This is an optimization exercise on Yosys and OpenROAD, whose aim is small area, a short achievable clock period and few clock cycles per item, not a production implementation.
RTL that was checked went through simulation tests only; none was proved equivalent to the original.
No functional check of the RTL was part of run 1.
Power and IR drop assume default switching activity.

## flow/design.v (module list and top-level ports; edited modules follow where they fit)
// module dwibus_codec: 1621 lines
// module dw_xor2: 3 lines
module dwibus_codec (
    input  wire         clk,
    input  wire         rst,         
    input  wire         start,       
    input  wire         op,          
    input  wire [7:0]   self_addr,   
    input  wire [479:0] frame_in,
    output wire         ready,
    output reg          done,        
    output wire [7:0]   status,
    output wire [7:0]   crc,
    output wire [479:0] frame_out
);
  // ...
==> flow/flow/run.sh <==
#!/bin/bash
# Own layout flow: the standard flow, with each port buffered by the
# smallest buffer (buf_1) instead of the one buffer_ports picks by default.
set -euo pipefail
bash standard.sh "BUFFER_PORTS_ARGS=-buffer_cell sky130_fd_sc_hd__buf_1" finish > standard_flow.log 2>&1
==> flow/standard.sh <==
#!/bin/bash
# synth_recipe.tcl (not shown) runs the flow's synth.tcl, then flattens the netlist and writes it again
# the make line also repeats each setting of config.mk as NAME=value (left out here)
make -C /OpenROAD-flow-scripts/flow DESIGN_CONFIG=/design/flow/config.mk WORK_HOME=/design/flow/orfs CLKGATE_MAP_FILE= SYNTH_SCRIPT=/design/flow/synth_recipe.tcl "${@:-finish}"
==> flow/config.mk <==
export PLATFORM = sky130hd
export DESIGN_NAME = dwibus_codec
export DESIGN_NICKNAME = dwibus_codec
export VERILOG_FILES = /design/flow/design.v
export SDC_FILE = /design/flow/constraint.sdc
export NUM_CORES = 4
export LEC_CHECK = 0
export CAP_MARGIN = 20
export CORE_AREA = 10 10 290 290
export DIE_AREA = 0 0 300 300
export PLACE_DENSITY = 0.6
export SETUP_SLACK_MARGIN = 2.5
export SLEW_MARGIN = 20
export SYNTH_HIERARCHICAL = 1
export SYNTH_MINIMUM_KEEP_SIZE = 0
==> flow/constraint.sdc <==
create_clock -name core_clock -period 5.0 [get_ports {clk}]
set_input_delay 1.0000 -clock core_clock [delete_from_list [all_inputs] [get_ports {clk}]]
set_output_delay 1.0000 -clock core_clock [all_outputs]
set_load 0.01 [all_outputs]
==> summary.txt, run 1 <==
Run status
  • Outcome: finished clean

Critical path
  • CP top delay family: simple AND/OR/NAND/NOR gates
  • Worst Setup SP: syn_q[5]
  • Reg2reg setup slack: 2340 ps
  • Worst EP arrival: 2100 ps

Cells and area
  • Sequential cell area share: 42.2%
  • P&R area growth vs syn: 54.3%
  • Finished Layout Cells: roughly 3,700
  • Max reg flops: 440
  • Non-clk bufs: 1,164
  • Final #Nets: approximately 3,100
  • Signal buf overhead: about 16%
  • Final instance area: 33,700 µm²
  • Fraction of area in multi-input gates: 32.3%

Yosys
  • Netlist cell types: 32
  • Simple-Gate Fraction of Synth Area: 1.45%
  • Synth Warn #: 7
  • Multiplexer share of the synthesized area: 0%
  • Ys flop type: edfxtp_1
  • Synth Area in XOR/XNOR: 31.5%

CTS
  • Clock Path Buffers: 3
  • CTS buffer count: 53
  • CTS root buffer: clkbuf_16
  • TritonCTS clock tree: built

Power
  • Static leakage: between 10 and 15 nW
  • Comb pwr: approximately 0.012 W
  • Sw frac: 40.7%

Die
  • Die Y-Extent: around 300 µm

Placement
  • Final HPWL DP: 83,000 µm
  • Total placed cells including tap cells: 3,357
  • Routability cong.: 0.913

Global route
  • Vias in the first global route: approximately 17,000
  • GRT Total Usage: about a fifth
  • First-pass GRT wire length: about 130,000 µm

Timing
  • Fmax achieved: 323 MHz
==> run 2, diff against run 1 <==
--- a/flow/design.v
+++ b/flow/design.v
@@ -1598,27 +1598,48 @@
     always @(posedge clk) begin
         if (rst) begin
             busy <= 1'b0;
             done <= 1'b0;
         end else begin
             busy <= ~busy & start;
             done <= busy;
         end
+        pc_q  <= part_in[7:0];
+        ps_q  <= part_in[15:8];
         if (!busy) begin
             img   <= fi[2*8 +: 440];
-            pc_q  <= part_in[7:0];
-            ps_q  <= part_in[15:8];
             chk_q <= chk_in;
             pre_q <= pre_in;
         end
         crc_q <= crc_syn[7:0];
         syn_q <= crc_syn[15:8];
     end
-    wire       crc_bad = chk_q & (|syn_q);
-    wire [3:0] st      = crc_bad ? 4'h9 : pre_q;
+    wire n01, n23, n45, n67, syn_nz;
+    wire [3:0] st;
+    dw_nor2  u_n01 (.a(syn_q[0]), .b(syn_q[1]), .y(n01));
+    dw_nor2  u_n23 (.a(syn_q[2]), .b(syn_q[3]), .y(n23));
+    dw_nor2  u_n45 (.a(syn_q[4]), .b(syn_q[5]), .y(n45));
+    dw_nor2  u_n67 (.a(syn_q[6]), .b(syn_q[7]), .y(n67));
+    dw_nand4 u_nz  (.a(n01), .b(n23), .c(n45), .d(n67), .y(syn_nz));
+    dw_ao21  u_st0 (.a(chk_q), .b(syn_nz), .c(pre_q[0]), .y(st[0]));
+    dw_ai21b u_st1 (.a(chk_q), .b(syn_nz), .c(pre_q[1]), .y(st[1]));
+    dw_ai21b u_st2 (.a(chk_q), .b(syn_nz), .c(pre_q[2]), .y(st[2]));
+    dw_ao21  u_st3 (.a(chk_q), .b(syn_nz), .c(pre_q[3]), .y(st[3]));
     assign status    = {3'b000, st[3], 1'b0, st[2:0]};
     assign crc       = crc_q;
     assign frame_out = {8'h0A, 8'h0D, crc_q, img, 8'h55, 8'hAA};
 endmodule
+module dw_nor2 (input wire a, input wire b, output wire y);
+    assign y = ~(a | b);
+endmodule
+module dw_nand4 (input wire a, input wire b, input wire c, input wire d, output wire y);
+    assign y = ~(a & b & c & d);
+endmodule
+module dw_ao21 (input wire a, input wire b, input wire c, output wire y);
+    assign y = (a & b) | c;
+endmodule
+module dw_ai21b (input wire a, input wire b, input wire c, output wire y);
+    assign y = c & ~(a & b);
+endmodule
 module dw_xor2 (input wire a, input wire b, output wire y);
     assign y = a ^ b;
 endmodule
==> flow/config.mk (replaced) <==
export PLATFORM = sky130hd
export DESIGN_NAME = dwibus_codec
export DESIGN_NICKNAME = dwibus_codec
export VERILOG_FILES = /design/flow/design.v
export SDC_FILE = /design/flow/constraint.sdc
export NUM_CORES = 4
export LEC_CHECK = 0
export CAP_MARGIN = 20
export CORE_AREA = 10 10 290 290
export DIE_AREA = 0 0 300 300
export PLACE_DENSITY = 0.6
export SETUP_SLACK_MARGIN = 2.6
export SLEW_MARGIN = 20
export SYNTH_HIERARCHICAL = 1
export SYNTH_MINIMUM_KEEP_SIZE = 0
==> run 2 against run 1 <==
  * Still clean on timing, DRC and antenna
  * Sequential share of layout area increased by 2.0 points
  * Sequential power down 2%
  * Sequential cell count is the same
  * Clock-buffer cell count up 9
  * Global-route usage fell by 0.85 points
  * Highest routed layer unchanged
==> summary.txt, run 2 <==
Timing
  • Final Hold Viols: 0 (unchanged)
  • Setup-failing EPs final: 0 (unchanged)
  • Clock skew: 24.1 ps (was 20.9 ps)
  • Final period util: 53.5% (was 61.9%)
  • Fin crit period: 2670 ps (was 3100 ps)
  • Relative slew slack: 39.3% (was 26.5%)
  • Fmax achieved: 374 MHz (was 323 MHz)
  • Setup TNS: 0 ps (unchanged)
  • Max-slew violation count: 0 (unchanged)
  • Unrepaired setup endpoints after global routing: yes (unchanged)
  • Tightest Pin Transition: 910 ps (was 1100 ps)

Critical path
  • Most frequent CP cell: xor2_2
  • CP top delay family: XOR/XNOR gates (was simple AND/OR/NAND/NOR gates)
  • Bufs and invs on worst path: 1 (unchanged)
  • Worst path depth: 9 (was 4)
  • Reg2reg setup slack: 2330 ps (was 2340 ps)
  • Startpoint types: flop (unchanged)
  • Worst EP required: 5530 ps (was 4000 ps)
  • Worst Setup SP: img[203] (was syn_q[5])
  • Type of the worst setup path: reg2reg (was reg2out)
  • Worst EP arrival: 3210 ps (was 2100 ps)
  • Setup crit end: crc_q[1] (was status[1])
  • Worst Reg2Reg Path Length in Cells: 9 (was 11)
  • FF-to-FF Start: img[203] (was img[252])
  • CP max stage delay: 430 ps (was 550 ps)
  • Endpoint of the most critical register-to-register path: crc_q[1] (was syn_q[1])
  • Crit-path cells: xor2_1, xor2_2, xor2_2, xor2_2, xor2_2, buf_4, xor2_4, xor2_1, xor2_1 (was or4_4, o21ai_4, and2_4, buf_6)
  • CP Capture Type: flop (was output pin)
  • Slowest cell on crit path: edfxtp_1 (was or4_4)
  • Max FO, Critical Path: 4 (unchanged)

CTS
  • CTS buffer count: 56 (was 53)
  • CTS root buffer: clkbuf_16 (unchanged)
  • Register clock-pin slew on the reported worst setup and hold paths: 60 ps (about the same)
  • CTS Sinks: 479 (unchanged)
  • Worst-Skew Late Latency: 620 ps (was 610 ps)
  • TritonCTS clock tree: built (unchanged)
  • H-tree Lvls: 2 (unchanged)
  • Clock Path Buffers: 3 (unchanged)

Power
  • Clk pwr share: 20.9% (was 19.2%)
  • Sw frac: 40.6% (was 40.7%)
  • Cell Int Power: 0.0118 W (was 0.0126 W)
  • Final Total Pwr: 0.0198 W (was 0.0212 W)
  • Power Dens Cells: 625 nW/µm² (was 630 nW/µm²)
  • Worst VDD drop: 0.412 mV (was 0.535 mV)
  • Share of power burned in registers: 27.2% (was 26.0%)
  • Static leakage: 11.6 nW (was 12.3 nW)
  • Switch Pwr: 0.00805 W (was 0.00863 W)
  • Power share of the combinational group: 51.9% (was 54.8%)

Cells and area
  • Fill cells: 7,419 (was 7,121)
  • Final instance area: 31,700 µm² (was 33,700 µm²)
  • Final core utilization: 40.9% (was 43.4%)
  • Commonest cells after routing, fill and taps aside: buf_1, xor2_1, edfxtp_1 (was buf_1, edfxtp_1, xor2_1)
  • Share of layout cells above drive strength 1: 20.1% (was 26.8%)
  • P&R area growth vs syn: 46.5% (was 54.3%)
  • Final #Nets: 2,993 (was 3,068)
  • Max reg flops: 440 (unchanged)
  • Reg with most FFs: img (unchanged)
  • Commonest non-fill, non-tap cell in the layout: buf_1 (unchanged)

Global route
  • Largest net degree at the start of global routing: 158 (was 156)
  • First-pass GRT wire length: 126,000 µm (was 131,000 µm)
  • Grt ovf: 0 (unchanged)
  • Vias in the first global route: 15,800 (was 17,100)
  • GRT Total Usage: 20.0% (was 20.8%)
  • Initial antenna violation count: 21 (was 18)

Yosys
  • Number of flops mapped to enable cells by yosys: 445 (was 461)
  • Most frequent cell after synthesis: xor2_1 (unchanged)
  • Mapped Cells: 1,369 (was 1,368)
  • Register area share after synthesis: 64.8% (was 65.1%)
  • Ys flop type: edfxtp_1 (unchanged)
  • Synthesized area per cell: 15.8 µm² (was 15.9 µm²)
  • Synth top area share: 61.7% (was 63.5%)
  • Async set-reset flop share out of synthesis: 0% (unchanged)
  • Synthesized flop and latch total: 479 (unchanged)
  • Leading area contributor after synthesis: edfxtp_1 (unchanged)
  • Netlist cell types: 30 (was 32)
  • Top post-synthesis cells by count: xor2_1, edfxtp_1, buf_4 (unchanged)
  • Cell Area, Synth: 21,700 µm² (was 21,800 µm²)
  • Synth Warn #: 7 (unchanged)
  • Area contributors post-synth: edfxtp_1, xor2_1, dfxtp_1 (unchanged)

Hold path
  • Min-Delay Path Class: reg2reg (unchanged)

Routing
  • Routed wire per std cell: 26.4 µm (was 26.9 µm)
  • Vias per inst: 4.08 (was 4.14)
  • DRC: 0 (unchanged)
  • Post-route ant nets: 0 (unchanged)
  • DR pass1 iterations: 4 (was 5)
  • Total Wirelength: 94,900 µm (was 98,600 µm)
  • DR vias: 14,700 (was 15,200)
  • DR iter-0 viols: 844 (was 818)

Die
  • Die Y-Extent: 300 µm (unchanged)
  • Rows: 102 (unchanged)
  • Core Region: 77,600 µm² (unchanged)
  • Starting Density: 27.9% (was 28.1%)
  • I/O pins: 990 (unchanged)
  • Die width: 300 µm (unchanged)
  • Die area: 90,000 µm² (unchanged)

Placement
  • Buffers on Ports: 953 (unchanged)
  • Placed instance area: 26,500 µm² (was 26,700 µm²)
  • Routability cong.: 0.885 (was 0.913)
  • Final HPWL DP: 80,500 µm (was 83,000 µm)

Job
  • Max-cap viol count: 0 (unchanged)

Run status
  • Outcome: finished clean (unchanged)
run 2: cell count changes after synthesis, sizes merged, moves of 2 or more:
| cell | change |
|---|---|
| dfxtp | +16 |
| edfxtp | -16 |
| nor2 | +5 |
| a21boi | +2 |
| a21o | +2 |
| and2 | -2 |
| nand2b | -2 |
| or4 | -2 |
run 2: routing by layer:
layer  GRT usage (%)  vias up  part of all wire, %
li1                -     6625                    -
met5               0        -                0.088
met4            4.47       14                  1.8
met2            36.5      674                   53
met1            22.5     7228                   37
met3            6.24      111                  8.1
run 2: stage by stage:
stage | setup WS (ps) | hold WS (ps) | instances
2_1_floorplan | -2460 | 416 | 1403
3_3_place_gp | 1540 | 430 | 3358
3_5_place_dp | 1530 | 428 | 3358
4_1_cts | 2300 | 437 | 3556
5_1_grt | 2210 | 457 | 3590
6_report | 2330 | 434 | 3592
run 2: how the worst min path moves through the flow:
stage / cells past startpoint / to / start
2_1_floorplan: 1 / busy / busy
3_3_place_gp: 1 / busy / busy
3_5_place_dp: 1 / busy / busy
4_1_cts: 1 / busy / busy
5_1_grt: 1 / busy / busy
6_report: 1 / busy / busy
run 2: what timing repair did:
| action | in CTS | in global routing |
|---|---|---|
| endpoints found under the hold margin | 0 | 0 |
| setup endpoints to repair | 51 | 40 |
| pin swaps | 107 | 64 |
| buffers inserted | 93 | 32 |
| resized for setup | 248 | 91 |
| hold buffers | 0 | 0 |
run 2: per-module statistics from Yosys (local to each module, per instance):
module / copies in the design / cells / cell area (µm²)
dw_ai21b: 2 / 1 / 11.3
dw_ao21: 2 / 1 / 7.51
dw_nand4: 1 / 1 / 6.26
dw_nor2: 4 / 1 / 3.75
dw_xor2: 777 / 1 / 8.76
dwibus_codec: 1 / 583 / 14800
run 2: power groups by stage:
stage / logic (W) / clock network [W] / registers [W]
4_1_cts: 0.0101 / 0.00426 / 0.00539
5_1_grt: 0.0113 / 0.00441 / 0.00544
2_1_floorplan: 0.00616 / 0 / 0.00550
3_3_place_gp: 0.00855 / 0 / 0.00546
3_5_place_dp: 0.00870 / 0 / 0.00546
6_report: 0.0103 / 0.00415 / 0.00540
run 2: final cells by class:
type,instances,area [µm²],area share [%]
antenna,4,10.0,0.0315
clock buffer,67,1440,4.54
clock inverter,38,393,1.24
inverter,2,11.3,0.0355
multi-input combinational,877,9720,30.6
sequential,479,14000,44.3
tap,1040,1300,4.10
timing repair buffer,1085,4820,15.2
run 2: cells by family after synthesis:
kind of cell | synth area share [%]
xor gates and xnor gates | 31.7
AOI/OAI and AO/OA | 0.468
buffers and inverters | 1.58
and+or+nand+nor | 1.38
DFF | 64.8
other | 0.0347
Testbench counts of run 2, summed over its fixed seeds: cycles 3,840, frames 1,920.
==> run 3, diff against run 2 <==
--- a/flow/config.mk
+++ b/flow/config.mk
@@ -9,5 +9,6 @@
 export CORE_AREA = 10 10 290 290
+export CTS_BUF_LIST = sky130_fd_sc_hd__clkbuf_4 sky130_fd_sc_hd__clkbuf_8
 export DIE_AREA = 0 0 300 300
 export PLACE_DENSITY = 0.6
-export SETUP_SLACK_MARGIN = 2.6
+export SETUP_SLACK_MARGIN = 2.3
 export SLEW_MARGIN = 20
==> run 3 against run 2 <==
  * Critical path depth shrank 4
  * Still clean
  * Global-route usage fell by 0.43 points
  * Clock skew up 25 ps
  * Sequential power about the same
  * Largest power group unchanged
==> summary.txt, run 3 <==
Yosys
  • Synthesized area per cell: 15.8 µm² (unchanged)
  • Multiplexer share of the synthesized area: 0% (unchanged)
  • Netlist cell types: 30 (unchanged)
  • Leading area contributor after synthesis: edfxtp_1 (unchanged)
  • Ys flop type: edfxtp_1 (unchanged)
  • Async set-reset flop share out of synthesis: 0% (unchanged)
  • Top post-synthesis cells by count: xor2_1, edfxtp_1, buf_4 (unchanged)
  • Area contributors post-synth: edfxtp_1, xor2_1, dfxtp_1 (unchanged)
  • Synthesized flop and latch total: 479 (unchanged)
  • Adder-cell share of the synthesized area: 0% (unchanged)
  • Compound-cell area share of the yosys netlist: 0.468% (unchanged)
  • Simple-Gate Fraction of Synth Area: 1.38% (unchanged)
  • Synth Area in XOR/XNOR: 31.7% (unchanged)
  • Cell Area, Synth: 21,700 µm² (unchanged)
  • Most frequent cell after synthesis: xor2_1 (unchanged)
  • Number of flops mapped to enable cells by yosys: 445 (unchanged)
  • Mapped Cells: 1,369 (unchanged)
  • Largest family of logic cells by synthesized area: XOR/XNOR gates (unchanged)
  • Register area share after synthesis: 64.8% (unchanged)
  • Synth Warn #: 7 (unchanged)
  • Synth top area share: 61.7% (unchanged)

Cells and area
  • Share of layout cells above drive strength 1: 17.1% (was 20.1%)
  • Reg with most FFs: img (unchanged)
  • Commonest non-fill, non-tap cell in the layout: buf_1 (unchanged)
  • Commonest cells after routing, fill and taps aside: buf_1, xor2_1, edfxtp_1 (unchanged)
  • Final core utilization: 39.7% (was 40.9%)
  • P&R area growth vs syn: 42.0% (was 46.5%)
  • Finished Layout Cells: 3,585 (was 3,592)
  • Final #Nets: 2,968 (was 2,993)
  • Fill cells: 7,457 (was 7,419)
  • Max reg flops: 440 (unchanged)

Critical path
  • Max FO, Critical Path: 4 (unchanged)
  • FF-to-FF Start: img[78] (was img[203])
  • Setup crit end: status[4] (was crc_q[1])
  • Worst path depth: 5 (was 9)
  • Startpoint types: flop (unchanged)
  • Worst EP arrival: 1670 ps (was 3210 ps)
  • CP Capture Type: output pin (was flop)
  • CP top delay family: flip-flops (was XOR/XNOR gates)
  • Bufs and invs on worst path: 2 (was 1)
  • Crit-path cells: nor2_2, nand4_1, buf_6, a21o_1, buf_6 (was xor2_1, xor2_2, xor2_2, xor2_2, xor2_2, buf_4, xor2_4, xor2_1, xor2_1)
  • Worst Setup SP: syn_q[4] (was img[203])
  • Endpoint of the most critical register-to-register path: crc_q[4] (was crc_q[1])
  • CP max stage delay: 300 ps (was 430 ps)
  • Most frequent CP cell: buf_6 (was xor2_2)
  • Type of the worst setup path: reg2out (was reg2reg)
  • Reg2reg setup slack: 2360 ps (was 2330 ps)
  • Slowest cell on crit path: dfxtp_1 (was edfxtp_1)
  • Worst Reg2Reg Path Length in Cells: 9 (unchanged)
  • Worst EP required: 4000 ps (was 5530 ps)

Die
  • Rows: 102 (unchanged)
  • I/O pins: 990 (unchanged)
  • Starting Density: 27.9% (unchanged)
  • Die area: 90,000 µm² (unchanged)
  • Die Y-Extent: 300 µm (unchanged)
  • Die width: 300 µm (unchanged)
  • Core Region: 77,600 µm² (unchanged)

Placement
  • Total placed cells including tap cells: 3,356 (was 3,358)
  • Buffers on Ports: 953 (unchanged)
  • Pre-CTS setup slack: 1420 ps (was 1530 ps)
  • Routability cong.: 0.882 (was 0.885)
  • Final HPWL DP: 79,300 µm (was 80,500 µm)

Routing
  • Routed wire per std cell: 26.0 µm (was 26.4 µm)
  • DR vias: 14,600 (was 14,700)
  • Vias per inst: 4.08 (about the same)
  • DR pass1 iterations: 5 (was 4)
  • WL met3: 7770 µm (was 7710 µm)
  • Met2 WL: 48,600 µm (was 50,200 µm)
  • Post-route ant nets: 0 (unchanged)
  • DRC: 0 (unchanged)
  • M1 WL: 32,800 µm (was 35,200 µm)
  • Total Wirelength: 93,100 µm (was 94,900 µm)
  • DR iter-0 viols: 990 (was 844)
  • Max Used Layer: met5 (unchanged)

CTS
  • Register clock-pin slew on the reported worst setup and hold paths: 60 ps (about the same)
  • CTS buffer count: 86 (was 56)
  • H-tree Lvls: 3 (was 2)
  • CTS root buffer: clkbuf_8 (was clkbuf_16)
  • Worst-Skew Late Latency: 690 ps (was 620 ps)
  • CTS Hold Buffers Added: 0 (unchanged)
  • Clock Path Buffers: 3 (unchanged)
  • TritonCTS clock tree: built (unchanged)
  • CTS Sinks: 479 (unchanged)

Timing
  • Clock skew: 48.6 ps (was 24.1 ps)
  • Max-slew violation count: 0 (unchanged)
  • Hold slack: 457 ps (was 434 ps)
  • Final WS setup: 2330 ps (about the same)
  • Fmax achieved: 375 MHz (was 374 MHz)
  • Fin crit period: 2670 ps (about the same)
  • Tightest Pin Transition: 1080 ps (was 910 ps)
  • Unrepaired setup endpoints after global routing: yes (unchanged)
  • Relative slew slack: 28.1% (was 39.3%)
  • Final period util: 53.3% (was 53.5%)
  • Final Hold Viols: 0 (unchanged)
  • Setup-failing EPs final: 0 (unchanged)

Global route
  • Vias in the first global route: 15,900 (was 15,800)
  • Largest net degree at the start of global routing: 160 (was 158)
  • Initial antenna violation count: 16 (was 21)
  • GRT Total Usage: 19.6% (was 20.0%)
  • First-pass GRT wire length: 123,000 µm (was 126,000 µm)
  • Grt ovf: 0 (unchanged)

Power
  • Final Total Pwr: 0.0191 W (was 0.0198 W)
  • Static leakage: 11.3 nW (was 11.6 nW)
  • Power Dens Cells: 619 nW/µm² (was 625 nW/µm²)
  • Worst VDD drop: 0.430 mV (was 0.412 mV)

Hold path
  • Min-Delay Path Class: reg2reg (unchanged)
  • Hold path start: busy (unchanged)

Run status
  • Outcome: finished clean (unchanged)

Job
  • Max-cap viol count: 0 (unchanged)
==> run 3: cell types whose count changed in the layout (fill, tap and decap cells not counted), sizes merged <==
cell           previous run  this run
clkinvlp                  5         2
clkbuf                   71       110
inv                       7         3
clkdlybuf4s15             0         1
buf                    1081      1028
clkinv                   22        35
==> run 3: routing by layer <==
layer / global-route usage, % / vias to the layer above
met3: 6.41 / 163
met2: 35.3 / 721
li1: - / 6634
met4: 8.19 / 14
met1: 20.7 / 7111
met5: 0 / -
==> run 3: area by class of cell <==
cell class                      count  area, µm²  share of cell area [%]
Sequential cell                   479      14000                    45.6
Multi-Input combinational cell    877       9300                    30.2
Timing Repair Buffer             1030       4340                    14.1
Clock buffer                      109       1370                    4.45
Tap cell                         1040       1300                    4.23
Clock inverter                     44        394                    1.28
Inverter                            2       11.3                  0.0366
Antenna cell                        4       10.0                  0.0325
==> run 3: how the worst min path moves through the flow <==
stage / to / slack [ps] / cells past startpoint
final: busy / 460 / 1
after global routing: img[147] / 420 / 1
after CTS: img[368] / 390 / 1
after detailed placement: busy / 460 / 1
after global placement: busy / 460 / 1
after floorplan: busy / 420 / 1
==> run 3: cells by family (layout without fill, tap and decap cells) <==
family,after synthesis,after routing
other cells,2,40
simple gates,44,44
buf+inv,47,1185
compound gates,12,12
flops,479,479
xor+xnor,785,785
==> run 3: repair_timing <==
action	4_1_cts	5_1_grt
pin swaps	46	46
resized for setup	155	102
endpoints found under the setup margin	29	26
setup buffers	39	33
==> run 3: stage by stage <==
step                      instance area, µm²  TNS (ps)
after global placement                 26400         0
after CTS                              29700         0
final                                  30800         0
after detailed placement               26400         0
after global routing                   30800         0
after floorplan                        21800  -1098330
==> run 3: where the power goes <==
| group | total (W) | switching (W) | internal [W] |
|---|---|---|---|
| Clock | 0.00384 | 0.00172 | 0.00212 |
| Sequential | 0.00538 | 0.000340 | 0.00504 |
| Combinational | 0.00984 | 0.00576 | 0.00408 |
==> run 3: per-module statistics from Yosys (local to each module, per instance) <==
module        cells inside  flops+latches
dw_ai21b                 1              0
dw_nor2                  1              0
dw_xor2                  1              0
dwibus_codec           583            479
dw_nand4                 1              0
dw_ao21                  1              0
==> run 4, diff against run 3 <==
--- a/flow/config.mk
+++ b/flow/config.mk
@@ -12,3 +12,3 @@
 export PLACE_DENSITY = 0.6
-export SETUP_SLACK_MARGIN = 2.3
+export SETUP_SLACK_MARGIN = 2.0
 export SLEW_MARGIN = 20
==> run 4 against run 3 <==
  * Non-clock buffer count decreased by 57
  * Total power decreased by 5.3%
  * Cell count decreased by 1.6%
  * Synthesized area unchanged
  * Global-route usage decreased by 0.13 points
  * Final area decreased by 6.0%
  * Via count decreased by 1.9%
  * Routed wire length decreased by 0.90%
  * Synthesized cell count unchanged
  * Critical path type is now reg2reg
==> summary.txt, run 4 <==
Run status
  • Outcome: finished clean (unchanged)

Die
  • Starting Density: 27.9% (unchanged)
  • Die width: 300 µm (unchanged)
  • Die Y-Extent: 300 µm (unchanged)
  • Core Region: 77,600 µm² (unchanged)
  • Rows: 102 (unchanged)
  • Die area: 90,000 µm² (unchanged)
  • I/O pins: 990 (unchanged)

Placement
  • Final HPWL DP: 79,500 µm (was 79,300 µm)
  • Buffers on Ports: 953 (unchanged)
  • Routability cong.: 0.883 (was 0.882)
  • Pre-CTS setup slack: 1530 ps (was 1420 ps)

Power
  • Clk pwr share: 21.1% (was 20.1%)
  • Worst VDD drop: 0.425 mV (was 0.430 mV)
  • Switch Pwr: 0.00752 W (was 0.00781 W)
  • Static leakage: 10.7 nW (was 11.3 nW)
  • Power share of the combinational group: 49.2% (was 51.6%)
  • Share of power burned in registers: 29.7% (was 28.3%)
  • Cell Int Power: 0.0105 W (was 0.0112 W)
  • Sw frac: 41.7% (was 41.0%)
  • Final Total Pwr: 0.0180 W (was 0.0191 W)
  • Power Dens Cells: 624 nW/µm² (was 619 nW/µm²)

CTS
  • Clock Path Buffers: 3 (unchanged)
  • Worst-Skew Late Latency: 690 ps (about the same)
  • Register clock-pin slew on the reported worst setup and hold paths: 60 ps (about the same)
  • CTS Hold Buffers Added: 0 (unchanged)
  • CTS Sinks: 479 (unchanged)
  • CTS buffer count: 86 (unchanged)
  • TritonCTS clock tree: built (unchanged)
  • CTS root buffer: clkbuf_8 (unchanged)
  • H-tree Lvls: 3 (unchanged)

Yosys
  • Netlist cell types: 30 (unchanged)
  • Ys flop type: edfxtp_1 (unchanged)
  • Top post-synthesis cells by count: xor2_1, edfxtp_1, buf_4 (unchanged)
  • Synth Warn #: 7 (unchanged)
  • Async set-reset flop share out of synthesis: 0% (unchanged)
  • Area contributors post-synth: edfxtp_1, xor2_1, dfxtp_1 (unchanged)
  • Synth top area share: 61.7% (unchanged)
  • Synthesized area per cell: 15.8 µm² (unchanged)
  • Number of flops mapped to enable cells by yosys: 445 (unchanged)
  • Mapped Cells: 1,369 (unchanged)
  • Leading area contributor after synthesis: edfxtp_1 (unchanged)
  • Cell Area, Synth: 21,700 µm² (unchanged)
  • Most frequent cell after synthesis: xor2_1 (unchanged)
  • Synthesized flop and latch total: 479 (unchanged)
  • Register area share after synthesis: 64.8% (unchanged)

Critical path
  • Startpoint types: flop (unchanged)
  • Type of the worst setup path: reg2reg (was reg2out)
  • Max FO, Critical Path: 2 (was 4)
  • Worst EP arrival: 3620 ps (was 1670 ps)
  • Worst EP required: 5610 ps (was 4000 ps)
  • CP max stage delay: 460 ps (was 300 ps)
  • Crit-path cells: xor2_1, xor2_1, xor2_1, xor2_1, xor2_1, xor2_1, xor2_1, xor2_1 (was nor2_2, nand4_1, buf_6, a21o_1, buf_6)
  • Most frequent CP cell: xor2_1 (was buf_6)
  • CP Capture Type: flop (was output pin)
  • Slowest cell on crit path: xor2_1 (was dfxtp_1)

Timing
  • Final WS setup: 1990 ps (was 2330 ps)
  • Fmax achieved: 332 MHz (was 375 MHz)
  • Tightest Pin Transition: 957 ps (was 1080 ps)
  • Relative slew slack: 36.2% (was 28.1%)
  • Final period util: 60.2% (was 53.3%)
  • Setup-failing EPs final: 0 (unchanged)
  • Final Hold Viols: 0 (unchanged)
  • Clock skew: 55.8 ps (was 48.6 ps)
  • Fin crit period: 3010 ps (was 2670 ps)
  • Unrepaired setup endpoints after global routing: yes (unchanged)
  • Max-slew violation count: 0 (unchanged)
  • Setup TNS: 0 ps (unchanged)
  • Hold slack: 438 ps (was 457 ps)

Routing
  • Post-route ant nets: 0 (unchanged)
  • DR pass1 iterations: 5 (unchanged)
  • Routed wire per std cell: 26.1 µm (was 26.0 µm)
  • Vias per inst: 4.07 (was 4.08)
  • DRC: 0 (unchanged)
  • Total Wirelength: 92,300 µm (was 93,100 µm)
  • DR vias: 14,400 (was 14,600)
  • DR iter-0 viols: 766 (was 990)

Global route
  • Vias in the first global route: 15,700 (was 15,900)
  • First-pass GRT wire length: 122,000 µm (was 123,000 µm)
  • Initial antenna violation count: 16 (unchanged)
  • Grt ovf: 0 (unchanged)
  • Largest net degree at the start of global routing: 151 (was 160)
  • GRT Total Usage: 19.4% (was 19.6%)

Cells and area
  • Fill cells: 7,727 (was 7,457)
  • Share of layout cells above drive strength 1: 9.90% (was 17.1%)
  • Reg with most FFs: img (unchanged)
  • Commonest non-fill, non-tap cell in the layout: buf_1 (unchanged)
  • P&R area growth vs syn: 33.5% (was 42.0%)
  • Commonest cells after routing, fill and taps aside: buf_1, xor2_1, edfxtp_1 (unchanged)
  • Final #Nets: 2,911 (was 2,968)
  • Max reg flops: 440 (unchanged)

Job
  • Max-cap viol count: 0 (unchanged)

Hold path
  • Min-Delay Path Class: reg2reg (unchanged)
## run 4: cells by family after synthesis
kind of cell / Yosys count / synth area share (%)
xor gates and xnor gates: 785 / 31.7
DFF: 479 / 64.8
buffers and inverters: 47 / 1.58
and+or+nand+nor: 44 / 1.38
AOI/OAI and AO/OA: 12 / 0.468
other: 2 / 0.0347
## run 4: power groups by stage
stage,combinational [W],clock (W),sequential [W]
6_report,0.00889,0.00380,0.00536
5_1_grt,0.00977,0.00409,0.00541
4_1_cts,0.00893,0.00391,0.00537
3_5_place_dp,0.00876,0,0.00545
3_3_place_gp,0.00863,0,0.00545
2_1_floorplan,0.00608,0,0.00550
## run 4: what timing repair did
action | in CTS | in global routing
endpoints found under the hold margin | 0 | 0
setup endpoints to repair | 20 | 16
resized for setup | 33 | 49
setup buffers | 3 | 11
pin swaps | 3 | 7
## run 4: cell type report
| class | count | area, µm² | area share [%] |
|---|---|---|---|
| multi-input cells | 877 | 8030 | 27.8 |
| flip-flops and latches | 479 | 14000 | 48.5 |
| inverters | 2 | 11.3 | 0.0389 |
| diodes | 5 | 12.5 | 0.0432 |
| well taps | 1040 | 1300 | 4.50 |
| clock inverters | 35 | 315 | 1.09 |
| clock buffers | 118 | 1440 | 4.96 |
| repair buffers | 973 | 3780 | 13.1 |
## run 4: Yosys stat by module, one instance, submodules excluded
module	flip-flops and latches	area, µm²	times used	cells inside
dw_ai21b	0	11.3	2	1
dw_ao21	0	7.51	2	1
dw_nand4	0	6.26	1	1
dw_nor2	0	3.75	4	1
dw_xor2	0	8.76	777	1
dwibus_codec	479	14800	1	583
## run 4: routing by layer
layer	routed length (µm)	track usage, %
met1	33100	20.6
met2	48100	35.2
met3	8090	6.99
met4	2900	6.67
met5	125	0
## run 4: worst paths after layout
check / start / endpoint / slack [ps] / depth (start not counted)
setup reg to reg: img[178] / syn_q[6] / 1990 / 8
setup / recovery: img[178] / syn_q[6] / 1990 / 8
hold reg to reg: busy / busy / 440 / 1
hold / removal: busy / busy / 440 / 1
## run 4: metrics by stage
| step | cell area, µm² | util (%) | cells |
|---|---|---|---|
| 2_1_floorplan | 21800 | - | 1403 |
| 3_3_place_gp | 26400 | 34.1 | 3357 |
| 3_5_place_dp | 26400 | 34.1 | 3357 |
| 4_1_cts | 28400 | 36.7 | 3513 |
| 5_1_grt | 28900 | 37.3 | 3526 |
| 6_report | 28900 | 37.3 | 3529 |
## run 4: critical path, delay by kind of cell, from the launching register on
| family | cells | cell delay, ps |
|---|---|---|
| xor gates and xnor gates | 8 | 2520 |
| DFF | 1 | 430 |
==> run 5, diff against run 4 <==
--- a/flow/config.mk
+++ b/flow/config.mk
@@ -12,3 +12,3 @@
 export PLACE_DENSITY = 0.6
-export SETUP_SLACK_MARGIN = 2.0
+export SETUP_SLACK_MARGIN = 2.4
 export SLEW_MARGIN = 20
==> run 5 against run 4 <==
  * Clock power fell by 2%
  * Die area did not move
  * Largest power group unchanged
  * First-iteration DRC count fell by 7.7%
  * Sequential share of layout area fell by 4.2 points
  * Critical path depth fell by 3
  * Largest cell class unchanged
  * Via count rose by 2.8%
  * Global-route usage rose by 0.26 points
  * Highest routed layer unchanged
  * Critical endpoint is now status[4]
==> summary.txt, run 5 <==
Placement
  • Total placed cells including tap cells: 3,355 (was 3,357)
  • Placed instance area: 26,500 µm² (was 26,400 µm²)
  • Buffers on Ports: 953 (unchanged)
  • Final HPWL DP: 79,000 µm (was 79,500 µm)
  • Routability cong.: 0.892 (was 0.883)

CTS
  • H-tree Lvls: 3 (unchanged)
  • CTS buffer count: 86 (unchanged)
  • CTS root buffer: clkbuf_8 (unchanged)
  • CTS Hold Buffers Added: 0 (unchanged)
  • TritonCTS clock tree: built (unchanged)
  • Register clock-pin slew on the reported worst setup and hold paths: 60 ps (about the same)
  • Clock Path Buffers: 3 (unchanged)
  • CTS Sinks: 479 (unchanged)
  • Worst-Skew Late Latency: 710 ps (was 690 ps)

Critical path
  • Worst EP arrival: 1680 ps (was 3620 ps)
  • Max FO, Critical Path: 4 (was 2)
  • Startpoint types: flop (unchanged)
  • CP max stage delay: 310 ps (was 460 ps)
  • Crit-path cells: nor2_2, nand4_1, buf_6, a21o_1, buf_6 (was xor2_1, xor2_1, xor2_1, xor2_1, xor2_1, xor2_1, xor2_1, xor2_1)
  • Type of the worst setup path: reg2out (was reg2reg)
  • CP top delay family: flip-flops (was XOR/XNOR gates)
  • Slowest cell on crit path: dfxtp_1 (was xor2_1)
  • Most frequent CP cell: buf_6 (was xor2_1)
  • CP Capture Type: output pin (was flop)
  • Bufs and invs on worst path: 2 (was 0)
  • Worst EP required: 4000 ps (was 5610 ps)

Routing
  • Routed wire per std cell: 25.7 µm (was 26.1 µm)
  • DR vias: 14,800 (was 14,400)
  • DR pass1 iterations: 5 (unchanged)
  • Vias per inst: 4.06 (was 4.07)
  • DR iter-0 viols: 707 (was 766)
  • Post-route ant nets: 0 (unchanged)
  • Total Wirelength: 93,400 µm (was 92,300 µm)
  • DRC: 0 (unchanged)

Cells and area
  • P&R area growth vs syn: 46.3% (was 33.5%)
  • Commonest non-fill, non-tap cell in the layout: buf_1 (unchanged)
  • Final instance area: 31,700 µm² (was 28,900 µm²)
  • Max reg flops: 440 (unchanged)
  • Final #Nets: 3,012 (was 2,911)
  • Reg with most FFs: img (unchanged)
  • Finished Layout Cells: 3,634 (was 3,529)
  • Share of layout cells above drive strength 1: 21.4% (was 9.90%)
  • Commonest cells after routing, fill and taps aside: buf_1, xor2_1, edfxtp_1 (unchanged)
  • Final core utilization: 40.9% (was 37.3%)

Yosys
  • Synthesized area per cell: 15.8 µm² (unchanged)
  • Simple-Gate Fraction of Synth Area: 1.38% (unchanged)
  • Async set-reset flop share out of synthesis: 0% (unchanged)
  • Netlist cell types: 30 (unchanged)
  • Synth Warn #: 7 (unchanged)
  • Number of flops mapped to enable cells by yosys: 445 (unchanged)
  • Top post-synthesis cells by count: xor2_1, edfxtp_1, buf_4 (unchanged)
  • Synthesized flop and latch total: 479 (unchanged)
  • Cell Area, Synth: 21,700 µm² (unchanged)
  • Leading area contributor after synthesis: edfxtp_1 (unchanged)
  • Synth Area in XOR/XNOR: 31.7% (unchanged)
  • Most frequent cell after synthesis: xor2_1 (unchanged)
  • Largest family of logic cells by synthesized area: XOR/XNOR gates (unchanged)
  • Synth top area share: 61.7% (unchanged)
  • Register area share after synthesis: 64.8% (unchanged)
  • Ys flop type: edfxtp_1 (unchanged)
  • Multiplexer share of the synthesized area: 0% (unchanged)
  • Mapped Cells: 1,369 (unchanged)
  • Area contributors post-synth: edfxtp_1, xor2_1, dfxtp_1 (unchanged)
  • Compound-cell area share of the yosys netlist: 0.468% (unchanged)
  • Adder-cell share of the synthesized area: 0% (unchanged)

Global route
  • First-pass GRT wire length: 123,000 µm (was 122,000 µm)
  • Initial antenna violation count: 20 (was 16)
  • Largest net degree at the start of global routing: 166 (was 151)
  • GRT Total Usage: 19.7% (was 19.4%)
  • Vias in the first global route: 16,200 (was 15,700)
  • Grt ovf: 0 (unchanged)

Run status
  • Outcome: finished clean (unchanged)

Timing
  • Tightest Pin Transition: 1120 ps (was 957 ps)
  • Clock skew: 49.6 ps (was 55.8 ps)
  • Max-slew violation count: 0 (unchanged)
  • Fmax achieved: 374 MHz (was 332 MHz)
  • Setup-failing EPs final: 0 (unchanged)
  • Hold slack: 453 ps (was 438 ps)
  • Unrepaired setup endpoints after global routing: yes (unchanged)
  • Setup TNS: 0 ps (unchanged)
  • Final period util: 53.5% (was 60.2%)
  • Relative slew slack: 25.2% (was 36.2%)
  • Final Hold Viols: 0 (unchanged)
  • Fin crit period: 2680 ps (was 3010 ps)

Die
  • Core Region: 77,600 µm² (unchanged)
  • Die area: 90,000 µm² (unchanged)
  • Die width: 300 µm (unchanged)
  • Starting Density: 27.9% (unchanged)
  • I/O pins: 990 (unchanged)
  • Die Y-Extent: 300 µm (unchanged)
  • Rows: 102 (unchanged)

Power
  • Static leakage: 11.6 nW (was 10.7 nW)
  • Power Dens Cells: 614 nW/µm² (was 624 nW/µm²)
  • Worst VDD drop: 0.484 mV (was 0.425 mV)

Job
  • Max-cap viol count: 0 (unchanged)

Hold path
  • Min-Delay Path Class: in2reg (was reg2reg)
## run 5: cell counts after synthesis
Identical to the previous run, type by type.
## run 5: worst register-to-register path: stages (launching register included)
cell,delay [ps]
edfxtp_1,460
xor2_1,300
xor2_2,420
xor2_1,300
xor2_1,210
xor2_1,300
xor2_2,250
xor2_1,190
xor2_1,160
## run 5: cell type report
class,count,area (µm²)
fill,7480,45900
timing repair buffer,1073,4720
multi-input combinational,877,9880
clock inverter,32,238
timing repair inverter,1,5.00
sequential,479,14000
tap,1040,1300
antenna,7,17.5
clock buffer,123,1470
inverter,2,11.3
## run 5: timing repair
action,CTS,global route
cloned,1,0
pin swaps,81,81
buffers inserted,69,47
endpoints found under the setup margin,28,23
resized for setup,245,92
## run 5: final timing paths
| check | startpoint | endpoint | slack (ps) | cells after the start |
|---|---|---|---|---|
| worst min register to register | busy | busy | 470 | 1 |
| worst max register to register | img[426] | crc_q[6] | 2330 | 8 |
| worst max-delay path | syn_q[1] | status[4] | 2320 | 5 |
| worst min-delay path | frame_in[37] | img[21] | 450 | 1 |
## run 5: logic make-up after synthesis
family | count (synthesis)
AOI/OAI and AO/OA | 12
xor gates and xnor gates | 785
buffers and inverters | 47
DFF | 479
other | 2
and+or+nand+nor | 44
## run 5: power by group
| group | internal [W] | leakage, nW | total [W] | switching, W |
|---|---|---|---|---|
| combinational | 0.00439 | 5.82 | 0.0103 | 0.00596 |
| sequential | 0.00505 | 4.85 | 0.00541 | 0.000369 |
| clock | 0.00198 | 0.902 | 0.00371 | 0.00173 |
## run 5: metrics by stage
step,worst slack [ps],power [W]
floorplan,-2460,0.0116
global placement,1560,0.0140
detailed placement,1520,0.0141
CTS,2220,0.0192
global route,2200,0.0208
finish,2320,0.0195
## run 5: routing by layer
metal | vias to the layer above | global-route usage (%) | wire [µm]
met4 | 22 | 6.42 | 2880
met5 | - | 0 | 152
met2 | 700 | 35.5 | 48900
met3 | 139 | 6.88 | 7730
li1 | 6665 | - | -
met1 | 7242 | 21.2 | 33700
## run 5: modules after synthesis (local to each module, per instance)
module | cells | cell area [µm²] | copies in the design | flip-flops and latches
dw_ao21 | 1 | 7.51 | 2 | 0
dw_nand4 | 1 | 6.26 | 1 | 0
dwibus_codec | 583 | 14800 | 1 | 479
dw_nor2 | 1 | 3.75 | 4 | 0
dw_ai21b | 1 | 11.3 | 2 | 0
dw_xor2 | 1 | 8.76 | 777 | 0
==> run 6, diff against run 5 <==
--- a/flow/config.mk
+++ b/flow/config.mk
@@ -9,6 +9,5 @@
 export CORE_AREA = 10 10 290 290
-export CTS_BUF_LIST = sky130_fd_sc_hd__clkbuf_4 sky130_fd_sc_hd__clkbuf_8
 export DIE_AREA = 0 0 300 300
 export PLACE_DENSITY = 0.6
-export SETUP_SLACK_MARGIN = 2.4
+export SETUP_SLACK_MARGIN = 2.3
 export SLEW_MARGIN = 20
==> run 6 against run 5 <==
  * Synthesized cell count did not move
  * Largest cell class unchanged
  * Synthesized area stayed put
  * Clock skew shrank 25 ps
  * Highest routed layer unchanged
  * Core utilization shrank 1.1 points
  * Fmax is 0.74% higher
  * Still clean
  * Sequential share of layout area up 1.2 points
  * Die area stayed put
  * Via count is 1.9% lower
  * Total power up 0.15%
  * Final area is 2.6% lower
  * Largest power group unchanged
  * Hold slack gained 5.0 ps
==> summary.txt, run 6 <==
Run status
  • Outcome: finished clean (unchanged)

Placement
  • Routability cong.: 0.882 (was 0.892)
  • Placed instance area: 26,400 µm² (was 26,500 µm²)
  • Final HPWL DP: 79,300 µm (was 79,000 µm)
  • Buffers on Ports: 953 (unchanged)

Power
  • Power share of the combinational group: 51.5% (was 53.2%)
  • Final Total Pwr: 0.0195 W (about the same)
  • Clk pwr share: 20.9% (was 19.0%)
  • Switch Pwr: 0.00786 W (was 0.00806 W)
  • Cell Int Power: 0.0116 W (was 0.0114 W)
  • Sw frac: 40.3% (was 41.4%)
  • Worst VDD drop: 0.442 mV (was 0.484 mV)
  • Share of power burned in registers: 27.6% (was 27.8%)
  • Power Dens Cells: 632 nW/µm² (was 614 nW/µm²)
  • Static leakage: 11.3 nW (was 11.6 nW)

Yosys
  • Cell Area, Synth: 21,700 µm² (unchanged)
  • Most frequent cell after synthesis: xor2_1 (unchanged)
  • Ys flop type: edfxtp_1 (unchanged)
  • Area contributors post-synth: edfxtp_1, xor2_1, dfxtp_1 (unchanged)
  • Synthesized area per cell: 15.8 µm² (unchanged)
  • Async set-reset flop share out of synthesis: 0% (unchanged)
  • Synth top area share: 61.7% (unchanged)
  • Top post-synthesis cells by count: xor2_1, edfxtp_1, buf_4 (unchanged)
  • Synthesized flop and latch total: 479 (unchanged)
  • Netlist cell types: 30 (unchanged)
  • Leading area contributor after synthesis: edfxtp_1 (unchanged)
  • Register area share after synthesis: 64.8% (unchanged)
  • Synth Warn #: 7 (unchanged)
  • Number of flops mapped to enable cells by yosys: 445 (unchanged)
  • Mapped Cells: 1,369 (unchanged)

Timing
  • Fin crit period: 2660 ps (was 2680 ps)
  • Unrepaired setup endpoints after global routing: yes (unchanged)
  • Setup TNS: 0 ps (unchanged)
  • Final Hold Viols: 0 (unchanged)
  • Max-slew violation count: 0 (unchanged)
  • Relative slew slack: 28.4% (was 25.2%)
  • Clock skew: 24.3 ps (was 49.6 ps)
  • Final period util: 53.1% (was 53.5%)
  • Setup-failing EPs final: 0 (unchanged)
  • Fmax achieved: 376 MHz (was 374 MHz)
  • Tightest Pin Transition: 1070 ps (was 1120 ps)

Hold path
  • Hold path cells: 1 (unchanged)
  • Min-Delay Path Class: reg2reg (was in2reg)
  • Hold path start: busy (was frame_in[37])

Die
  • Core Region: 77,600 µm² (unchanged)
  • Rows: 102 (unchanged)
  • Die width: 300 µm (unchanged)
  • Die area: 90,000 µm² (unchanged)
  • Die Y-Extent: 300 µm (unchanged)
  • I/O pins: 990 (unchanged)
  • Starting Density: 27.9% (unchanged)

Routing
  • Total Wirelength: 93,000 µm (was 93,400 µm)
  • Post-route ant nets: 0 (unchanged)
  • DR pass1 iterations: 5 (unchanged)
  • DRC: 0 (unchanged)
  • DR iter-0 viols: 931 (was 707)
  • Routed wire per std cell: 26.2 µm (was 25.7 µm)
  • DR vias: 14,500 (was 14,800)
  • Vias per inst: 4.09 (was 4.06)

CTS
  • CTS root buffer: clkbuf_16 (was clkbuf_8)
  • Clock Path Buffers: 3 (unchanged)
  • TritonCTS clock tree: built (unchanged)
  • Worst-Skew Late Latency: 600 ps (was 710 ps)
  • CTS Hold Buffers Added: 0 (unchanged)
  • CTS Sinks: 479 (unchanged)
  • H-tree Lvls: 2 (was 3)
  • CTS buffer count: 54 (was 86)
  • Register clock-pin slew on the reported worst setup and hold paths: 60 ps (about the same)

Critical path
  • Type of the worst setup path: reg2reg (was reg2out)
  • Worst Setup SP: img[46] (was syn_q[1])
  • Reg2reg setup slack: 2340 ps (was 2330 ps)
  • Worst EP arrival: 3180 ps (was 1680 ps)
  • CP Capture Type: flop (was output pin)
  • Worst Reg2Reg Path Length in Cells: 10 (was 8)
  • Startpoint types: flop (unchanged)
  • Worst EP required: 5520 ps (was 4000 ps)
  • Max FO, Critical Path: 2 (was 4)
  • FF-to-FF Start: img[46] (was img[426])

Cells and area
  • Commonest non-fill, non-tap cell in the layout: buf_1 (unchanged)
  • Max reg flops: 440 (unchanged)
  • Final instance area: 30,900 µm² (was 31,700 µm²)
  • Share of layout cells above drive strength 1: 16.0% (was 21.4%)
  • Final core utilization: 39.8% (was 40.9%)
  • Final #Nets: 2,953 (was 3,012)
  • P&R area growth vs syn: 42.5% (was 46.3%)
  • Reg with most FFs: img (unchanged)
  • Commonest cells after routing, fill and taps aside: buf_1, xor2_1, edfxtp_1 (unchanged)
  • Fill cells: 7,414 (was 7,480)

Global route
  • First-pass GRT wire length: 123,000 µm (about the same)
  • Grt ovf: 0 (unchanged)
  • Largest net degree at the start of global routing: 160 (was 166)
  • GRT Total Usage: 19.4% (was 19.7%)
  • Vias in the first global route: 15,500 (was 16,200)
  • Initial antenna violation count: 14 (was 20)

Job
  • Max-cap viol count: 0 (unchanged)
==> run 6: critical path, stage by stage (launching register included) <==
cell and delay [ps]:
edfxtp_1 460, xor2_1 270, xor2_2 260, xor2_2 290, xor2_2 200, buf_4 150, xor2_2 210, xor2_1 220
xor2_1 240, buf_4 150, xor2_1 130
==> run 6: cell type report <==
type | count | area [µm²] | area share, %
Antenna cell | 1 | 2.50 | 0.00811
Multi-Input combinational cell | 877 | 9310 | 30.2
Clock buffer | 61 | 1380 | 4.46
Timing Repair Buffer | 1047 | 4420 | 14.3
Tap cell | 1040 | 1300 | 4.21
Clock inverter | 36 | 405 | 1.31
Inverter | 2 | 11.3 | 0.0365
Sequential cell | 479 | 14000 | 45.5
==> run 6: path summary, 6_finish.rpt <==
check / to
max: syn_q[4]
min: busy
max reg2reg: syn_q[4]
min reg2reg: busy
==> run 6: kinds of logic after synthesis <==
| group | count (synthesis) | share of synthesized area [%] |
|---|---|---|
| other | 2 | 0.0347 |
| XOR/XNOR | 785 | 31.7 |
| flip-flops | 479 | 64.8 |
| AO/OA/AOI/OAI | 12 | 0.468 |
| buffers and inverters | 47 | 1.58 |
| AND/OR/NAND/NOR | 44 | 1.38 |
==> run 6: metal layers <==
| metal | track usage, % | vias up | part of all wire, % |
|---|---|---|---|
| li1 | - | 6586 | - |
| met1 | 21.1 | 7117 | 36 |
| met2 | 36.6 | 645 | 54 |
| met3 | 5.75 | 121 | 7.8 |
| met4 | 4.31 | 14 | 2.1 |
| met5 | 0 | - | 0.11 |
==> run 6: through the flow <==
| stage | hold WS (ps) | setup slack, ps | std cells |
|---|---|---|---|
| 4_1_cts | 472 | 2170 | 3489 |
| 2_1_floorplan | 416 | -2460 | 1403 |
| 3_3_place_gp | 460 | 1440 | 3356 |
| 6_report | 458 | 2340 | 3543 |
| 3_5_place_dp | 460 | 1420 | 3356 |
| 5_1_grt | 484 | 2220 | 3542 |
==> run 6: repair_timing <==
| item | 4_1_cts | 5_1_grt |
|---|---|---|
| buffers inserted | 36 | 53 |
| setup endpoints to repair | 36 | 31 |
| pin swaps | 34 | 60 |
| resized for setup | 149 | 103 |
| endpoints found under the hold margin | 0 | 0 |
| gates cloned | 0 | 0 |
==> run 6: Yosys stat by module, one instance, submodules excluded <==
module	area [µm²]	copies in the design	flops+latches	cells
dw_ai21b	11.3	2	0	1
dw_ao21	7.51	2	0	1
dw_nand4	6.26	1	0	1
dw_nor2	3.75	4	0	1
dw_xor2	8.76	777	0	1
dwibus_codec	14800	1	479	583
==> run 6: power groups by stage <==
stage | combinational, W | clock [W] | sequential, W
2_1_floorplan | 0.00609 | 0 | 0.00550
3_3_place_gp | 0.00855 | 0 | 0.00544
3_5_place_dp | 0.00859 | 0 | 0.00544
4_1_cts | 0.00950 | 0.00417 | 0.00537
5_1_grt | 0.0110 | 0.00432 | 0.00542
6_report | 0.0100 | 0.00407 | 0.00538
==> run 7, diff against run 6 <==
--- a/flow/config.mk
+++ b/flow/config.mk
@@ -10,3 +10,4 @@
 export DIE_AREA = 0 0 300 300
-export PLACE_DENSITY = 0.6
+export GPL_TIMING_DRIVEN = 1
+export PLACE_DENSITY = 0.75
 export SETUP_SLACK_MARGIN = 2.3
==> run 7 against run 6 <==
  * Still clean on timing, DRC and antenna
  * Sequential share of layout area shrank 0.19 points
  * Total power is essentially flat
  * Routed wire length grew 5.3%
  * Global-route usage grew 1.1 points
  * Synthesized area is the same
  * Clock-buffer cell count grew 12
  * Worst setup slack lost 33 ps
  * Via count grew 2.8%
  * Sequential power is essentially flat
  * Cell count grew 0.40%
  * Highest routed layer unchanged
==> summary.txt, run 7 <==
Run status
  • Outcome: finished clean (unchanged)

Critical path
  • Worst Setup SP: img[104] (was img[46])
  • Worst Reg2Reg Path Length in Cells: 9 (was 10)
  • CP top delay family: XOR/XNOR gates (unchanged)
  • Reg2reg setup slack: 2310 ps (was 2340 ps)
  • Most frequent CP cell: xor2_1
  • Bufs and invs on worst path: 1 (was 2)
  • CP Capture Type: flop (unchanged)
  • Endpoint of the most critical register-to-register path: crc_q[7] (was syn_q[4])
  • Type of the worst setup path: reg2reg (unchanged)
  • Startpoint types: flop (unchanged)
  • Worst EP required: 5540 ps (was 5520 ps)
  • Crit-path cells: xor2_2, xor2_1, xor2_2, xor2_1, xor2_2, buf_4, xor2_4, xor2_1, xor2_1 (was xor2_1, xor2_2, xor2_2, xor2_2, buf_4, xor2_2, xor2_1, xor2_1, buf_4, xor2_1)
  • Worst EP arrival: 3230 ps (was 3180 ps)
  • Max FO, Critical Path: 4 (was 2)
  • FF-to-FF Start: img[104] (was img[46])
  • CP max stage delay: 500 ps (was 460 ps)
  • Slowest cell on crit path: edfxtp_1 (unchanged)
  • Worst path depth: 9 (was 10)

Timing
  • Final period util: 53.8% (was 53.1%)
  • Fmax achieved: 372 MHz (was 376 MHz)
  • Hold slack: 439 ps (was 458 ps)
  • Relative slew slack: 41.2% (was 28.4%)
  • Tightest Pin Transition: 883 ps (was 1070 ps)
  • Max-slew violation count: 0 (unchanged)
  • Unrepaired setup endpoints after global routing: yes (unchanged)
  • Fin crit period: 2690 ps (was 2660 ps)
  • Clock skew: 27.4 ps (was 24.3 ps)
  • Final WS setup: 2310 ps (was 2340 ps)
  • Setup TNS: 0 ps (unchanged)
  • Setup-failing EPs final: 0 (unchanged)
  • Final Hold Viols: 0 (unchanged)

Yosys
  • Largest family of logic cells by synthesized area: XOR/XNOR gates (unchanged)
  • Register area share after synthesis: 64.8% (unchanged)
  • Compound-cell area share of the yosys netlist: 0.468% (unchanged)
  • Multiplexer share of the synthesized area: 0% (unchanged)
  • Netlist cell types: 30 (unchanged)
  • Cell Area, Synth: 21,700 µm² (unchanged)
  • Synth top area share: 61.7% (unchanged)
  • Synth Warn #: 7 (unchanged)
  • Most frequent cell after synthesis: xor2_1 (unchanged)
  • Area contributors post-synth: edfxtp_1, xor2_1, dfxtp_1 (unchanged)
  • Adder-cell share of the synthesized area: 0% (unchanged)
  • Synthesized area per cell: 15.8 µm² (unchanged)
  • Mapped Cells: 1,369 (unchanged)
  • Synthesized flop and latch total: 479 (unchanged)
  • Number of flops mapped to enable cells by yosys: 445 (unchanged)
  • Synth Area in XOR/XNOR: 31.7% (unchanged)
  • Ys flop type: edfxtp_1 (unchanged)
  • Async set-reset flop share out of synthesis: 0% (unchanged)
  • Top post-synthesis cells by count: xor2_1, edfxtp_1, buf_4 (unchanged)
  • Leading area contributor after synthesis: edfxtp_1 (unchanged)
  • Simple-Gate Fraction of Synth Area: 1.38% (unchanged)

Cells and area
  • Commonest cells after routing, fill and taps aside: buf_1, xor2_1, edfxtp_1 (unchanged)
  • Final #Nets: 2,963 (was 2,953)
  • P&R area growth vs syn: 43.1% (was 42.5%)
  • Reg with most FFs: img (unchanged)
  • Commonest non-fill, non-tap cell in the layout: buf_1 (unchanged)
  • Share of layout cells above drive strength 1: 16.4% (was 16.0%)
  • Final core utilization: 40.0% (was 39.8%)
  • Fill cells: 7,364 (was 7,414)
  • Max reg flops: 440 (unchanged)

Hold path
  • Hold path cells: 1 (unchanged)
  • Min-Delay Path Class: reg2reg (unchanged)
  • Worst hold endpoint: busy (unchanged)
  • Hold path start: busy (unchanged)

Die
  • Core Region: 77,600 µm² (unchanged)
  • Die width: 300 µm (unchanged)
  • I/O pins: 990 (unchanged)
  • Die area: 90,000 µm² (unchanged)
  • Rows: 102 (unchanged)
  • Starting Density: 27.9% (unchanged)
  • Die Y-Extent: 300 µm (unchanged)

Power
  • Power Dens Cells: 629 nW/µm² (was 632 nW/µm²)
  • Worst VDD drop: 0.502 mV (was 0.442 mV)
  • Static leakage: 11.3 nW (about the same)
  • Final Total Pwr: 0.0195 W (about the same)

Global route
  • First-pass GRT wire length: 128,000 µm (was 123,000 µm)
  • GRT Total Usage: 20.6% (was 19.4%)
  • Grt ovf: 0 (unchanged)
  • Initial antenna violation count: 17 (was 14)
  • Largest net degree at the start of global routing: 142 (was 160)
  • Vias in the first global route: 16,000 (was 15,500)

Placement
  • Buffers on Ports: 953 (unchanged)
  • Pre-CTS setup slack: 1370 ps (was 1420 ps)
  • Routability cong.: 0.909 (was 0.882)
  • Final HPWL DP: 83,700 µm (was 79,300 µm)

Routing
  • Post-route ant nets: 0 (unchanged)
  • DRC: 0 (unchanged)
  • DR pass1 iterations: 5 (unchanged)
  • DR iter-0 viols: 966 (was 931)
  • Routed wire per std cell: 27.5 µm (was 26.2 µm)
  • Total Wirelength: 97,900 µm (was 93,000 µm)
  • Vias per inst: 4.19 (was 4.09)
  • DR vias: 14,900 (was 14,500)

CTS
  • Clock Path Buffers: 3 (unchanged)
  • H-tree Lvls: 2 (unchanged)
  • CTS buffer count: 56 (was 54)
  • CTS Hold Buffers Added: 0 (unchanged)
  • CTS Sinks: 479 (unchanged)
  • Register clock-pin slew on the reported worst setup and hold paths: 60 ps (about the same)
  • TritonCTS clock tree: built (unchanged)
  • CTS root buffer: clkbuf_16 (unchanged)
  • Worst-Skew Late Latency: 610 ps (was 600 ps)

Job
  • Max-cap viol count: 0 (unchanged)
## run 7: cell counts after synthesis
Identical to the previous run, type by type.
## run 7: final cells by class
cell class / count / area [µm²] / area share, %
Sequential cell: 479 / 14000 / 45.3
Multi-Input combinational cell: 877 / 9310 / 30.0
Timing Repair Buffer: 1055 / 4520 / 14.6
Clock buffer: 73 / 1510 / 4.86
Tap cell: 1040 / 1300 / 4.20
Clock inverter: 28 / 295 / 0.952
Inverter: 2 / 11.3 / 0.0363
Antenna cell: 3 / 7.51 / 0.0242
## run 7: power by group
group	internal (W)	switching (W)
clock network	0.00238	0.00168
registers	0.00504	0.000362
logic	0.00415	0.00587
total	0.0116	0.00791
## run 7: per-module statistics from Yosys, one instance, submodules excluded
module | flops+latches | area (µm²) | cells inside | copies in the design
dw_xor2 | 0 | 8.76 | 1 | 777
dwibus_codec | 479 | 14800 | 583 | 1
dw_ai21b | 0 | 11.3 | 1 | 2
dw_nor2 | 0 | 3.75 | 1 | 4
dw_nand4 | 0 | 6.26 | 1 | 1
dw_ao21 | 0 | 7.51 | 1 | 2
## run 7: kinds of logic after synthesis
family	after synthesis
other cells	2
xor+xnor	785
buf+inv	47
flops	479
compound gates	12
simple gates	44
## run 7: metal layers
layer  GRT usage, %  part of all wire (%)  vias up  wire length [µm]
li1               -                     -     6603                 -
met1           23.1                    36     7390             35700
met2           37.2                    52      750             51100
met3           6.23                   8.4      133              8220
met4           5.66                   2.8       16              2740
met5              0                 0.099        -                97
## run 7: how the worst max path moves through the flow
stage and endpoint:
4_1_cts crc_q[2], 3_5_place_dp ps_q[1], 2_1_floorplan chk_q, 5_1_grt crc_q[3]
6_report crc_q[7], 3_3_place_gp pc_q[0]
## run 7: worst reg2reg max path, stage by stage, from the launching register on
cell	delay, ps
edfxtp_1	500
xor2_2	250
xor2_1	310
xor2_2	270
xor2_1	270
xor2_2	250
buf_4	180
xor2_4	240
xor2_1	220
xor2_1	160
## run 7: what timing repair did
item	CTS	global route
endpoints found under the hold margin	0	0
setup buffers	44	53
resized for setup	142	113
setup endpoints to repair	37	35
pin swaps	33	67
## run 7: stage by stage
stage               cells  instance area (µm²)
CTS                  3501                29700
global placement     3356                26400
detailed placement   3356                26400
floorplan            1403                21800
finish               3557                31000
global route         3555                31000
==> run 8, diff against run 7 <==
--- a/flow/config.mk
+++ b/flow/config.mk
@@ -8,6 +8,6 @@
 export CAP_MARGIN = 20
-export CORE_AREA = 10 10 290 290
-export DIE_AREA = 0 0 300 300
+export CORE_AREA = 8 8 242 242
+export DIE_AREA = 0 0 250 250
 export GPL_TIMING_DRIVEN = 1
-export PLACE_DENSITY = 0.75
+export PLACE_DENSITY = 0.7
 export SETUP_SLACK_MARGIN = 2.3
==> run 8 against run 7 <==
  * The flow now stops in I/O pin placement
  * Synthesized cell count did not move
  * Synthesized area did not move
==> summary.txt, run 8 <==
Run status
  • Outcome: stopped before the end (was finished clean)
  • Failed at: I/O pin placement
  • Err: [ERROR PPL-0024] Number of IO pins (990) exceeds maximum number of available positions (900). Increase the die perimeter from 1000.00um to 1346.40um.

Yosys
  • Top post-synthesis cells by count: xor2_1, edfxtp_1, buf_4 (unchanged)
  • Synthesized area per cell: 15.8 µm² (unchanged)
  • Adder-cell share of the synthesized area: 0% (unchanged)
  • Cell Area, Synth: 21,700 µm² (unchanged)
  • Area contributors post-synth: edfxtp_1, xor2_1, dfxtp_1 (unchanged)
  • Async set-reset flop share out of synthesis: 0% (unchanged)
  • Synthesized flop and latch total: 479 (unchanged)
  • Most frequent cell after synthesis: xor2_1 (unchanged)
  • Mapped Cells: 1,369 (unchanged)
  • Netlist cell types: 30 (unchanged)
  • Synth Warn #: 7 (unchanged)
  • Compound-cell area share of the yosys netlist: 0.468% (unchanged)
  • Register area share after synthesis: 64.8% (unchanged)
  • Leading area contributor after synthesis: edfxtp_1 (unchanged)
  • Number of flops mapped to enable cells by yosys: 445 (unchanged)
  • Synth Area in XOR/XNOR: 31.7% (unchanged)
  • Simple-Gate Fraction of Synth Area: 1.38% (unchanged)
  • Ys flop type: edfxtp_1 (unchanged)
  • Multiplexer share of the synthesized area: 0% (unchanged)
  • Synth top area share: 61.7% (unchanged)
  • Largest family of logic cells by synthesized area: XOR/XNOR gates (unchanged)

Die
  • Die Y-Extent: 250 µm (was 300 µm)
  • Die width: 250 µm (was 300 µm)
  • Rows: 85 (was 102)
  • Starting Density: 40.1% (was 27.9%)
run 8: cell counts after synthesis:
Identical to the previous run, type by type.
run 8: cell families after synthesis:
group | after synthesis
xor+xnor | 785
flops | 479
buf+inv | 47
simple gates | 44
compound gates | 12
other cells | 2
run 8: Yosys stat by module, one instance, submodules excluded:
module / cells / area (µm²)
dwibus_codec: 583 / 14800
dw_ai21b: 1 / 11.3
dw_xor2: 1 / 8.76
dw_ao21: 1 / 7.51
dw_nand4: 1 / 6.26
dw_nor2: 1 / 3.75

## afterwards: timing with drivers on the ports
The results above use ideal ports. As a check the final layouts listed here were re-extracted and re-timed, cells and wires unchanged.
Step 1 assumes that a clkbuf_16 drives the clock port and a buf_2 every other input.
Step 2 moves the port delays by t, midway between the first and last clock arrival at a register: inputs arrive t later, outputs are due t later. That takes back most of the time a late clock gives input paths.
Slacks: ideal / step 1 / step 2; pairs: ideal / step 1.
run	t, ns	slack for setup (ns)	worst setup path at the end
run 1	0.665	1.904 / 1.836 / 1.946	input to register
run 2	0.685	2.326 / 2.293 / 1.955	input to register
run 3	0.733	2.333 / 2.266 / 1.720	input to register
run 4	0.728	1.988 / 1.988 / 1.501	input to register
run 5	0.751	2.324 / 2.258 / 1.799	input to register
run 6	0.659	2.343 / 2.321 / 1.835	input to register
run 7	0.665	2.310 / 2.293 / 1.816	input to register
After both steps every run listed still meets setup and hold. The setup slack of run 3, which loses most, moves by -0.067 ns with the drivers and by -0.613 ns with both steps.
